This is an optimization exercise on Yosys and OpenROAD, whose aim is small area, a short achievable clock period and few clock cycles per item, not a production implementation. The RTL was checked by simulation tests, not by an equivalence proof against the original design.

== exp/maple ==
## tap_mix
module tap_mix (
    input  wire        clk,
    input  wire        rst,
    input  wire        in_valid,
    output reg         in_ready,
    input  wire [31:0] a,
    input  wire [31:0] b,
    input  wire [31:0] frac,
    input  wire [31:0] x,
    input  wire [31:0] dw,
    output reg         out_valid,
    input  wire        out_ready,
    output reg  [31:0] y
);
clock: 115.0 ns
lec_check: 0
abc_area: 1
cap_margin: 20
core_margin: 2
core_utilization: 40
slew_margin: 20
standard.sh (not shown) runs the stock make flow with config.mk's settings and CLKGATE_MAP_FILE= SYNTH_SCRIPT=/design/flow/synth_recipe.tcl, a recipe that flattens the netlist after the stock synthesis.
==> flow/flow/run.sh <==
#!/bin/bash
set -euo pipefail
bash standard.sh finish SETUP_SLACK_MARGIN=89 > make_finish.log 2>&1
exp/maple completed; timing, DRC and antenna clean
Testbench counts of exp/maple, summed over its fixed seeds: cycles 12,032, items 12,000.
The inputs of exp/fjord differ from those of exp/maple as listed below.
# exp/maple
export LEC_CHECK = 0
export ABC_AREA = 1
export CAP_MARGIN = 20
export CORE_MARGIN = 2
export CORE_UTILIZATION = 40
export SLEW_MARGIN = 20
create_clock -name core_clock -period 115.0 [get_ports {clk}]
# exp/fjord
export LEC_CHECK = 0
export ABC_AREA = 1
export CAP_MARGIN = 20
export CORE_MARGIN = 2
export CORE_UTILIZATION = 65
export SLEW_MARGIN = 20
create_clock -name core_clock -period 115.0 [get_ports {clk}]
==> flow/run.sh (new file) <==
#!/bin/bash
# synth_recipe.tcl (not shown) runs the flow's synth.tcl, then flattens the netlist and writes it again
# the make line also repeats each setting of config.mk as NAME=value (left out here)
make -C /OpenROAD-flow-scripts/flow DESIGN_CONFIG=/design/flow/config.mk WORK_HOME=/design/flow/orfs CLKGATE_MAP_FILE= SYNTH_SCRIPT=/design/flow/synth_recipe.tcl finish
removed: flow/flow/run.sh
removed: flow/standard.sh
[summary]
- Of the two candidates, exp/maple has the worse summed area of non-filler cells in the final layout and exp/fjord the better one.
- Compared with exp/maple, exp/fjord shows TritonCTS buffer count that has gone down by more than 10%.
- Diff exp/maple..exp/fjord | XOR/XNOR share of the synthesized area | unchanged
Here is what was changed in the inputs of exp/cedar compared with exp/fjord.
# exp/fjord
export LEC_CHECK = 0
export ABC_AREA = 1
export CAP_MARGIN = 20
export CORE_MARGIN = 2
export CORE_UTILIZATION = 65
export SLEW_MARGIN = 20
create_clock -name core_clock -period 115.0 [get_ports {clk}]
# exp/cedar
export LEC_CHECK = 0
export ABC_AREA = 1
export CAP_MARGIN = 20
export CORE_MARGIN = 2
export CORE_UTILIZATION = 40
export SLEW_MARGIN = 20
create_clock -name core_clock -period 115.0 [get_ports {clk}]
[summary]
- Going from exp/fjord to exp/cedar, floorplan die width grows by 120 um.
- Diff exp/fjord -> exp/cedar | maximum fanout count along the critical path | down by more than half
- Per the comparison of exp/cedar with exp/fjord, filler cell count in the final layout rose 14900, met2 routed wirelength now larger.
For exp/willow, these inputs were changed with respect to exp/cedar:
# exp/cedar
export LEC_CHECK = 0
export ABC_AREA = 1
export CAP_MARGIN = 20
export CORE_MARGIN = 2
export CORE_UTILIZATION = 40
export SLEW_MARGIN = 20
create_clock -name core_clock -period 115.0 [get_ports {clk}]
# exp/willow
export LEC_CHECK = 0
export ABC_AREA = 1
export CAP_MARGIN = 50
export CORE_MARGIN = 2
export CORE_UTILIZATION = 40
export SLEW_MARGIN = 80
create_clock -name core_clock -period 115.0 [get_ports {clk}]
Findings:
- Global-route wire length before repair was lower in exp/cedar than in exp/willow.
- exp/willow ends up with lower final critical-path share of the clock period than exp/cedar does.
- Between exp/willow and exp/cedar, it is exp/willow whose total CTS buffers is lower, by 2.6%.
- Compared with exp/cedar, exp/willow shows wire length on met3 that has gone down by a few percent.
- On synthesized net count, exp/cedar and exp/willow are neck and neck.
- Going from exp/cedar to exp/willow, count of clock-buffer cells in the layout shrank by a few percent.
- Compared to exp/cedar, exp/willow shows a wider setup margin.

---

indigo:
tap_mix, a different RTL version from the one above (not shown whole).
For scale: ~16,000 cells after synthesis, ~100,000 µm² of cells after synthesis.
export LEC_CHECK = 0
export ABC_AREA = 1
export CAP_MARGIN = 20
export CORE_MARGIN = 2
export CORE_UTILIZATION = 55
export SLEW_MARGIN = 20
create_clock -name core_clock -period 115.0 [get_ports {clk}]
==> flow/flow/run.sh <==
#!/bin/bash
set -euo pipefail
LIB=$FLOW_HOME/platforms/sky130hd/lib/sky130_fd_sc_hd__tt_025C_1v80.lib
YOSYS=$FLOW_HOME/../tools/install/yosys/bin/yosys
R=orfs/results/sky130hd/tap_mix/base

bash standard.sh synth > log_1_synth.txt 2>&1
cp $R/1_2_yosys.v synth_standard.v

python3 flow/invopt.py synth_standard.v resynth_in.v > log_2_invopt.txt 2>&1
python3 flow/libfunc.py $LIB resynth_cells.v sky130_fd_sc_hd__fa_1 sky130_fd_sc_hd__conb_1 > log_3_libfunc.txt 2>&1
printf 'set_driving_cell sky130_fd_sc_hd__buf_1\nset_load 5\n' > abc.constr
sed -e "s#@LIB@#$LIB#g" -e "s#@TOP@#$FLOW_TOP#g" flow/resynth.ys > resynth.ys
$YOSYS -s resynth.ys > log_4_resynth.txt 2>&1
cp resynth_out.v $R/1_2_yosys.v

bash standard.sh finish SETUP_SLACK_MARGIN=89.5 SKIP_GATE_CLONING=1 \
    'BUFFER_PORTS_ARGS=-buffer_cell sky130_fd_sc_hd__buf_2' > log_5_finish.txt 2>&1
==> flow/flow/abc_resynth.script <==
strash
dch -f
map -B 0.9
strash
dch -f
map -B 0.9
topo
stime -c
Other scripts of this flow, unchanged in this note and not shown: flow/flow/invopt.py, flow/flow/libfunc.py, flow/flow/resynth.ys
Testbench counts of indigo, summed over its fixed seeds: cycles 12,032, items 12,000.
#### Input delta (yarrow over indigo)
==> flow/flow/abc_resynth.script <==
strash
dc2
dch -f
map -B 0.9
topo
stime -c
[summary]
The post-route clock period utilization on indigo is in line with that on yarrow. In yarrow, the HPWL after detailed placement came out about 2.5% below the value in indigo. yarrow vs. indigo: number of optimization iterations in the first detailed-route pass now sits higher, synthesized area per cell now sits higher. Cmp indigo and yarrow / final core area utilization / higher: yarrow. Compared to indigo, yarrow has number of clock buffers in the layout 4 lower. Per-cell via count in the routed design essentially unchanged between indigo and yarrow. When yarrow is set beside indigo, its via count turns out to be about 2.8% smaller.
[inputs] juniper vs yarrow
# yarrow
export LEC_CHECK = 0
export ABC_AREA = 1
export CAP_MARGIN = 20
export CORE_MARGIN = 2
export CORE_UTILIZATION = 55
export SLEW_MARGIN = 20
create_clock -name core_clock -period 115.0 [get_ports {clk}]
# juniper
export LEC_CHECK = 0
export ABC_AREA = 1
export CAP_MARGIN = 20
export CORE_MARGIN = 2
export CORE_UTILIZATION = 65
export SLEW_MARGIN = 20
create_clock -name core_clock -period 115.0 [get_ports {clk}]
==> flow/flow/abc_resynth.script <==
strash
dch
map -B 0.9
topo
stime -c
buffer -c
upsize -c
dnsize -c
- Per the comparison of juniper with yarrow, number of CTS-inserted buffers has decreased, total via count after detailed routing increased 4,418.
- Biggest cell delay along the critical path, juniper and yarrow: lower on juniper
- Diff yarrow -> juniper | utilization after layout | increase of 6.7 points
- Of juniper and yarrow, it is juniper that has the higher routed wire length.
Edits applied to the flow inputs when going from juniper to onyx:
# juniper
export LEC_CHECK = 0
export ABC_AREA = 1
export CAP_MARGIN = 20
export CORE_MARGIN = 2
export CORE_UTILIZATION = 65
export SLEW_MARGIN = 20
create_clock -name core_clock -period 115.0 [get_ports {clk}]
# onyx
export LEC_CHECK = 0
export ABC_AREA = 1
export CAP_MARGIN = 20
export CORE_MARGIN = 2
export CORE_UTILIZATION = 55
export SLEW_MARGIN = 20
create_clock -name core_clock -period 115.0 [get_ports {clk}]
--- a/flow/flow/run.sh
+++ b/flow/flow/run.sh
@@ -17 +17 @@
-bash standard.sh finish SETUP_SLACK_MARGIN=89.5 SKIP_GATE_CLONING=1 \
+bash standard.sh finish SETUP_SLACK_MARGIN=90.3 SKIP_GATE_CLONING=1 \
==> flow/flow/abc_resynth.script <==
strash
dc2
dch -f
map -B 0.9
topo
stime -c
[compare] base=juniper new=onyx: final standard cell area without fillers -4.6%, global routing met2 resource utilization -2.8 points.

---

Starting RTL as in the previous note.
Settings: LEC_CHECK=0, ABC_AREA=1, CAP_MARGIN=20, CORE_MARGIN=2, CORE_UTILIZATION=55, SLEW_MARGIN=20; clock period 115.0 ns.
==> flow/flow/run.sh <==
#!/bin/bash
set -euo pipefail
LIB=$FLOW_HOME/platforms/sky130hd/lib/sky130_fd_sc_hd__tt_025C_1v80.lib
YOSYS=$FLOW_HOME/../tools/install/yosys/bin/yosys
R=orfs/results/sky130hd/tap_mix/base

bash standard.sh synth > log_1_synth.txt 2>&1
cp $R/1_2_yosys.v synth_standard.v

python3 flow/invopt.py synth_standard.v resynth_in.v > log_2_invopt.txt 2>&1
python3 flow/libfunc.py $LIB resynth_cells.v sky130_fd_sc_hd__fa_1 sky130_fd_sc_hd__conb_1 > log_3_libfunc.txt 2>&1
printf 'set_driving_cell sky130_fd_sc_hd__buf_1\nset_load 5\n' > abc.constr
sed -e "s#@LIB@#$LIB#g" -e "s#@TOP@#$FLOW_TOP#g" flow/resynth.ys > resynth.ys
$YOSYS -s resynth.ys > log_4_resynth.txt 2>&1
cp resynth_out.v $R/1_2_yosys.v

bash standard.sh finish SETUP_SLACK_MARGIN=88 SKIP_GATE_CLONING=1 \
    'BUFFER_PORTS_ARGS=-buffer_cell sky130_fd_sc_hd__buf_2' > log_5_finish.txt 2>&1
==> flow/flow/abc_resynth.script <==
strash
dch -f
amap
topo
stime -c
buffer -c -N 8
upsize -c -D 19000
dnsize -c -D 19000
stime -c
Other scripts of this flow, unchanged in this note and not shown: flow/flow/invopt.py, flow/flow/libfunc.py, flow/flow/resynth.ys
Testbench counts at the start, summed over its fixed seeds: cycles 12,032, items 12,000.
Change:
--- a/flow/flow/run.sh
+++ b/flow/flow/run.sh
@@ -17 +17 @@
-bash standard.sh finish SETUP_SLACK_MARGIN=88 SKIP_GATE_CLONING=1 \
+bash standard.sh finish SETUP_SLACK_MARGIN=89.5 SKIP_GATE_CLONING=1 RECOVER_POWER=100 \
==> flow/flow/abc_resynth.script (replaced) <==
strash
dch
map -B 0.9
topo
stime -c
buffer -c
upsize -c
dnsize -c
Settings changed: CORE_UTILIZATION 55 to 65.
=>
- With this change the flow reached the layout checks and failed them: capacitance limit, slew limit
- setup slack gets worse by 3.6 ns
- count of clock-buffer cells in the layout shrinks by 7
- first-iteration DRC count shrinks by roughly a tenth
- utilization grows by 2.8 points
- cell area grows slightly
- area after synthesis grows by about a fifth
- routed wire length shrinks by roughly a tenth
- via count shrinks slightly
- clock skew grows by 0.032 ns
Change:
--- a/flow/flow/run.sh
+++ b/flow/flow/run.sh
@@ -17 +17 @@
-bash standard.sh finish SETUP_SLACK_MARGIN=89.5 SKIP_GATE_CLONING=1 RECOVER_POWER=100 \
+bash standard.sh finish SETUP_SLACK_MARGIN=89.5 SKIP_GATE_CLONING=1 \
==> flow/flow/abc_resynth.script (replaced) <==
strash
ifraig
dch -f
map -B 0.9
strash
dch -f
map -B 0.9
topo
stime -c
Settings changed: CORE_UTILIZATION 65 to 55.
After rerunning:
- With this change the flow finished with timing, DRC and antenna clean
- non-clock buffer count rises by 87
- worst setup slack gains 7.2 ns
- design area falls by 3.5%
- synthesized cell count falls by 5.8%
- sequential cell count is unchanged
- routed wire length rises by 1.6%
- area after synthesis falls by 9.3%
- first-iteration DRC count falls by 9.8%
- critical path depth falls by 126
- fmax rises by 30%
- die area rises by 7.2%
Change:
==> flow/flow/abc_resynth.script (replaced) <==
strash
dch
map -B 0.9
topo
stime -c
The changed run completed with no timing, DRC or antenna violations; sequential share of layout area came out lower by 0.17 points; via count came out higher by 2.2%; final area came out higher by 1.5%.

---

== run 1 ==
Starting RTL as in the previous note.
Settings: LEC_CHECK=0, ABC_AREA=1, CAP_MARGIN=20, CORE_MARGIN=2, CORE_UTILIZATION=40, SLEW_MARGIN=20; clock period 115.0 ns.
==> flow/flow/run.sh <==
#!/bin/bash
set -euo pipefail
LIB=$FLOW_HOME/platforms/sky130hd/lib/sky130_fd_sc_hd__tt_025C_1v80.lib
YOSYS=$FLOW_HOME/../tools/install/yosys/bin/yosys
R=orfs/results/sky130hd/tap_mix/base

bash standard.sh synth > log_1_synth.txt 2>&1
cp $R/1_2_yosys.v synth_standard.v

python3 flow/invopt.py synth_standard.v resynth_in.v > log_2_invopt.txt 2>&1
python3 flow/libfunc.py $LIB resynth_cells.v sky130_fd_sc_hd__fa_1 sky130_fd_sc_hd__conb_1 > log_3_libfunc.txt 2>&1
printf 'set_driving_cell sky130_fd_sc_hd__buf_1\nset_load 5\n' > abc.constr
sed -e "s#@LIB@#$LIB#g" -e "s#@TOP@#$FLOW_TOP#g" flow/resynth.ys > resynth.ys
$YOSYS -s resynth.ys > log_4_resynth.txt 2>&1
cp resynth_out.v $R/1_2_yosys.v

bash standard.sh finish SETUP_SLACK_MARGIN=90 SKIP_GATE_CLONING=1 > log_5_finish.txt 2>&1
==> flow/flow/abc_resynth.script <==
strash
dch -f
amap
topo
stime -c
buffer -c -N 8
upsize -c -D 19000
dnsize -c -D 19000
stime -c
==> flow/flow/resynth.ys <==
# Re-map the combinational logic of the standard synthesis for area.  The
# flip-flops and full adders stay the cells the standard synthesis chose
# (with their names); every other cell is read back as its logic function
# (resynth_cells.v) and mapped again by ABC with flow/abc_resynth.script.
read_liberty -lib @LIB@
read_verilog -overwrite resynth_cells.v
read_verilog resynth_in.v
hierarchy -top @TOP@
flatten
opt_clean -purge
techmap
opt -fast
abc -script flow/abc_resynth.script -liberty @LIB@ -dont_use sky130_fd_sc_hd__probe_p_8 -dont_use sky130_fd_sc_hd__probec_p_8 -dont_use sky130_fd_sc_hd__lpflow_bleeder_1 -dont_use sky130_fd_sc_hd__lpflow_clkbufkapwr_1 -dont_use sky130_fd_sc_hd__lpflow_clkbufkapwr_16 -dont_use sky130_fd_sc_hd__lpflow_clkbufkapwr_2 -dont_use sky130_fd_sc_hd__lpflow_clkbufkapwr_4 -dont_use sky130_fd_sc_hd__lpflow_clkbufkapwr_8 -dont_use sky130_fd_sc_hd__lpflow_clkinvkapwr_1 -dont_use sky130_fd_sc_hd__lpflow_clkinvkapwr_16 -dont_use sky130_fd_sc_hd__lpflow_clkinvkapwr_2 -dont_use sky130_fd_sc_hd__lpflow_clkinvkapwr_4 -dont_use sky130_fd_sc_hd__lpflow_clkinvkapwr_8 -dont_use sky130_fd_sc_hd__lpflow_decapkapwr_12 -dont_use sky130_fd_sc_hd__lpflow_decapkapwr_3 -dont_use sky130_fd_sc_hd__lpflow_decapkapwr_4 -dont_use sky130_fd_sc_hd__lpflow_decapkapwr_6 -dont_use sky130_fd_sc_hd__lpflow_decapkapwr_8 -dont_use sky130_fd_sc_hd__lpflow_inputiso0n_1 -dont_use sky130_fd_sc_hd__lpflow_inputiso0p_1 -dont_use sky130_fd_sc_hd__lpflow_inputiso1n_1 -dont_use sky130_fd_sc_hd__lpflow_inputiso1p_1 -dont_use sky130_fd_sc_hd__lpflow_inputisolatch_1 -dont_use sky130_fd_sc_hd__lpflow_isobufsrc_1 -dont_use sky130_fd_sc_hd__lpflow_isobufsrc_16 -dont_use sky130_fd_sc_hd__lpflow_isobufsrc_2 -dont_use sky130_fd_sc_hd__lpflow_isobufsrc_4 -dont_use sky130_fd_sc_hd__lpflow_isobufsrc_8 -dont_use sky130_fd_sc_hd__lpflow_isobufsrckapwr_16 -dont_use sky130_fd_sc_hd__lpflow_lsbuf_lh_hl_isowell_tap_1 -dont_use sky130_fd_sc_hd__lpflow_lsbuf_lh_hl_isowell_tap_2 -dont_use sky130_fd_sc_hd__lpflow_lsbuf_lh_hl_isowell_tap_4 -dont_use sky130_fd_sc_hd__lpflow_lsbuf_lh_isowell_4 -dont_use sky130_fd_sc_hd__lpflow_lsbuf_lh_isowell_tap_1 -dont_use sky130_fd_sc_hd__lpflow_lsbuf_lh_isowell_tap_2 -dont_use sky130_fd_sc_hd__lpflow_lsbuf_lh_isowell_tap_4 -dont_use sky130_fd_sc_hd__fill_1 -dont_use sky130_fd_sc_hd__fill_2 -dont_use sky130_fd_sc_hd__fill_4 -dont_use sky130_fd_sc_hd__fill_8  -constr abc.constr
opt_clean -purge
hierarchy -top @TOP@
read_liberty -lib -overwrite @LIB@
hilomap -singleton -hicell sky130_fd_sc_hd__conb_1 HI -locell sky130_fd_sc_hd__conb_1 LO
splitnets
opt_clean -purge
insbuf -buf sky130_fd_sc_hd__buf_4 A X
check -assert
stat -liberty @LIB@
write_verilog -noattr -nohex -nodec resynth_out.v
Other scripts of this flow, unchanged in this note and not shown: flow/flow/invopt.py, flow/flow/libfunc.py
Testbench counts of run 1, summed over its fixed seeds: cycles 12,032, items 12,000.
Edits applied to the flow inputs when going from run 1 to run 2:
- swapping 40 for 55 in CORE_UTILIZATION
-- flow/flow/run.sh --
<<< run 1, line 15
cp resynth_out.v $R/1_2_yosys.v

bash standard.sh finish SETUP_SLACK_MARGIN=90 SKIP_GATE_CLONING=1 > log_5_finish.txt 2>&1
>>> run 2, line 15
cp resynth_out.v $R/1_2_yosys.v

bash standard.sh finish SETUP_SLACK_MARGIN=89.5 SKIP_GATE_CLONING=1 \
    'BUFFER_PORTS_ARGS=-buffer_cell sky130_fd_sc_hd__buf_2' > log_5_finish.txt 2>&1
==> flow/flow/abc_resynth.script <==
strash
dch
map -B 0.9
topo
stime -c
buffer -c
upsize -c
dnsize -c
-- flow/flow/resynth.ys --
<<< run 1, line 1
# Re-map the combinational logic of the standard synthesis for area.  The
# flip-flops and full adders stay the cells the standard synthesis chose
# (with their names); every other cell is read back as its logic function
>>> run 2, line 1
# Re-map the combinational logic of the standard synthesis.  The
# flip-flops and full adders stay the cells the standard synthesis chose
# (with their names); every other cell is read back as its logic function
Compared with run 1, run 2 improves minimum period implied by the final worst setup slack.
Summary — number of standard cells after synthesis, run 2 relative to run 1: higher, by 17%.
Against run 1, run 2 comes in 8.69 ns higher on worst slack at placement.
Higher final critical-path setup slack was reported by run 2, not run 1.
Run 2: share of the clock period used by the worst path lower than run 1
Post-route cell area: higher on run 1
Modified inputs, run 3 compared to run 2
-- flow/flow/run.sh --
<<< run 2, line 15
cp resynth_out.v $R/1_2_yosys.v

bash standard.sh finish SETUP_SLACK_MARGIN=89.5 SKIP_GATE_CLONING=1 \
    'BUFFER_PORTS_ARGS=-buffer_cell sky130_fd_sc_hd__buf_2' > log_5_finish.txt 2>&1
>>> run 3, line 15
cp resynth_out.v $R/1_2_yosys.v

bash standard.sh finish SETUP_SLACK_MARGIN=89 SKIP_GATE_CLONING=1 \
    'BUFFER_PORTS_ARGS=-buffer_cell sky130_fd_sc_hd__buf_2' > log_5_finish.txt 2>&1
==> flow/flow/abc_resynth.script <==
strash
dc2
dch -f
map -B 0.9
topo
stime -c
[summary]
Per the comparison of run 3 with run 2, post-synthesis cell count shrank by about 8%. Total met2 wirelength after detailed routing in run 3 is about 8% lower than in run 2. Every stage of the flow completed for run 3, and the final layout passed the timing, design-rule and antenna checks. y[24] as the capturing element of the worst setup path was reported by run 3, and y[28] by run 2. Delta (run 3 minus run 2): worst hold slack picked up an extra 0.0070 ns; fmax neither gained nor lost much; synthesized area lost 12000 um2. Compared with run 2, run 3 improves wire length of the first global-routing pass.
Edits applied to the flow inputs when going from run 3 to run 4:
- swapping 55 for 62 in CORE_UTILIZATION
-- flow/flow/run.sh --
<<< run 3, line 15
cp resynth_out.v $R/1_2_yosys.v

bash standard.sh finish SETUP_SLACK_MARGIN=89 SKIP_GATE_CLONING=1 \
    'BUFFER_PORTS_ARGS=-buffer_cell sky130_fd_sc_hd__buf_2' > log_5_finish.txt 2>&1
>>> run 4, line 15
cp resynth_out.v $R/1_2_yosys.v

bash standard.sh finish SETUP_SLACK_MARGIN=89.5 SKIP_GATE_CLONING=1 \
    'BUFFER_PORTS_ARGS=-buffer_cell sky130_fd_sc_hd__buf_2' > log_5_finish.txt 2>&1
--- outcome ---
Run 4: total placed instance area lower than run 3
Run 4 went all the way through synthesis, placement and routing and the layout is clean on timing, DRC and antenna.
| clock tree cell share of total cell area | run 3 vs run 4 | ≈ equal |
Diff run 3 -> run 4: area of the die decreased about 11%, final area decreased 430 um2, share of final layout cell area taken by non-clock buffers essentially unchanged.
Via total after detailed routing was higher in run 4 than in run 3.
Between run 3 and run 4, the total wire length does not differ in any meaningful way.
Synthesis-to-finish area growth (higher): run 3
Changes in run 5 relative to run 4:
- changing CORE_UTILIZATION from 62 to 55
==> flow/flow/abc_resynth.script <==
strash
dc2
dch -f
map -B 0.9
strash
dc2
dch -f
map -B 0.9
topo
stime -c
==> summary.txt <==
Compare run 4 and run 5 | number of cells upsized or downsized after cts lower: run 4. Taking run 4 as the reference point, the core utilization of run 5 falls by 6.4 points. Run 4 → run 5: number of nets produced by synthesis fell about 2.5%; detailed route wirelength on metal2 rose about 16%.
Inputs modified between run 5 and run 6:
- CORE_UTILIZATION changed from 55 to 40
-- flow/flow/run.sh --
<<< run 5, line 15
cp resynth_out.v $R/1_2_yosys.v

bash standard.sh finish SETUP_SLACK_MARGIN=89.5 SKIP_GATE_CLONING=1 \
    'BUFFER_PORTS_ARGS=-buffer_cell sky130_fd_sc_hd__buf_2' > log_5_finish.txt 2>&1
>>> run 6, line 15
cp resynth_out.v $R/1_2_yosys.v

bash standard.sh finish SETUP_SLACK_MARGIN=90 SKIP_GATE_CLONING=1 > log_5_finish.txt 2>&1
==> flow/flow/abc_resynth.script <==
strash
dch -f
amap
topo
stime -c
-- flow/flow/resynth.ys --
<<< run 5, line 1
# Re-map the combinational logic of the standard synthesis.  The
# flip-flops and full adders stay the cells the standard synthesis chose
# (with their names); every other cell is read back as its logic function
>>> run 6, line 1
# Re-map the combinational logic of the standard synthesis for area.  The
# flip-flops and full adders stay the cells the standard synthesis chose
# (with their names); every other cell is read back as its logic function
Results
The setup slack of run 6 is smaller than that of run 5.
Clock skew across run 6 and run 5: no real change.
The run showing the smaller measured slew at the worst slew-check pin is run 5.
Measured against each other, run 6 and run 5 differ in final worst-path cycle share, the higher figure coming from run 6.
Run 6 vs. run 5: count of buffers added by post-CTS timing repair for setup went up by 764.
As of run 6, count of clock-buffer cells in the layout had risen by more than a quarter compared to run 5.
Re sequential cell count: no difference whatsoever between run 6 and run 5.
| layout-stage area growth over the synthesis result | higher: run 6 |
Route | run 6 vs run 5 | wire longer in run 6
Most common cell after layout, fill and taps aside: sky130_fd_sc_hd__nor2_1 -> run 6, sky130_fd_sc_hd__nand2_1 -> run 5

==> port drivers added, routing unchanged <==
How much do the figures lean on ideal ports? The routed layouts below were timed once more, with nothing changed but the port constraints. Step 1: set_driving_cell puts a clkbuf_16 on clk and a buf_2 on each other input, an assumption about the parent block. Step 2 adds t to the input delays and takes it off the output delays; t is the mean of the earliest and latest rising clock arrival at the registers after step 1. Input paths then give back, and output paths get back, about the clock's delay inside the block. Three values: ideal, step 1, step 2; two values: the first two.
| run | t (ns) | setup WS [ns] | clock arrival spread, ns | worst register clock-pin slew, ns | cell pins on the clock port's net |
|---|---|---|---|---|---|
| exp/maple | 0.875 | 90.035 / 90.035 / 89.233 | 0.120 / 0.121 | 0.09 / 0.09 | 1 |
| exp/fjord | 0.799 | 82.836 / 82.836 / 82.836 | 0.095 / 0.095 | 0.08 / 0.08 | 1 |
| exp/cedar | 0.871 | 82.901 / 82.901 / 82.901 | 0.116 / 0.116 | 0.09 / 0.09 | 1 |
| exp/willow | 0.880 | 85.330 / 85.330 / 85.330 | 0.115 / 0.114 | 0.09 / 0.09 | 1 |
| indigo | 0.821 | 90.701 / 90.606 / 90.613 | 0.054 / 0.054 | 0.08 / 0.08 | 1 |
| yarrow | 0.814 | 90.687 / 90.594 / 90.446 | 0.051 / 0.051 | 0.09 / 0.09 | 1 |
| juniper | 0.803 | 90.742 / 90.653 / 90.589 | 0.132 / 0.132 | 0.08 / 0.08 | 1 |
| onyx | 0.810 | 90.682 / 90.593 / 90.444 | 0.049 / 0.049 | 0.09 / 0.09 | 1 |
| the first run of note 3 | 0.830 | 87.075 / 87.075 / 87.075 | 0.114 / 0.114 | 0.07 / 0.07 | 1 |
| the second run of note 3 | 0.808 | 83.432 / 83.432 / 83.432 | 0.136 / 0.135 | 0.08 / 0.08 | 1 |
| the third run of note 3 | 0.820 | 90.678 / 90.580 / 90.629 | 0.065 / 0.065 | 0.08 / 0.08 | 1 |
| the fourth run of note 3 | 0.818 | 90.692 / 90.593 / 90.439 | 0.074 / 0.074 | 0.09 / 0.09 | 1 |
| run 1 | 0.821 | 87.808 / 87.808 / 87.808 | 0.053 / 0.052 | 0.09 / 0.09 | 1 |
| run 2 | 0.822 | 90.728 / 90.626 / 90.538 | 0.087 / 0.087 | 0.08 / 0.08 | 1 |
| run 3 | 0.806 | 90.713 / 90.625 / 90.554 | 0.045 / 0.046 | 0.07 / 0.07 | 1 |
| run 4 | 0.803 | 90.692 / 90.602 / 90.497 | 0.025 / 0.025 | 0.08 / 0.08 | 1 |
| run 5 | 0.818 | 90.656 / 90.565 / 90.050 | 0.046 / 0.046 | 0.08 / 0.08 | 1 |
| run 6 | 0.782 | 87.179 / 87.179 / 87.179 | 0.058 / 0.058 | 0.07 / 0.07 | 1 |
For exp/maple, which loses most, drivers alone change the setup slack by 0.000 ns; drivers and shift together by -0.802 ns.
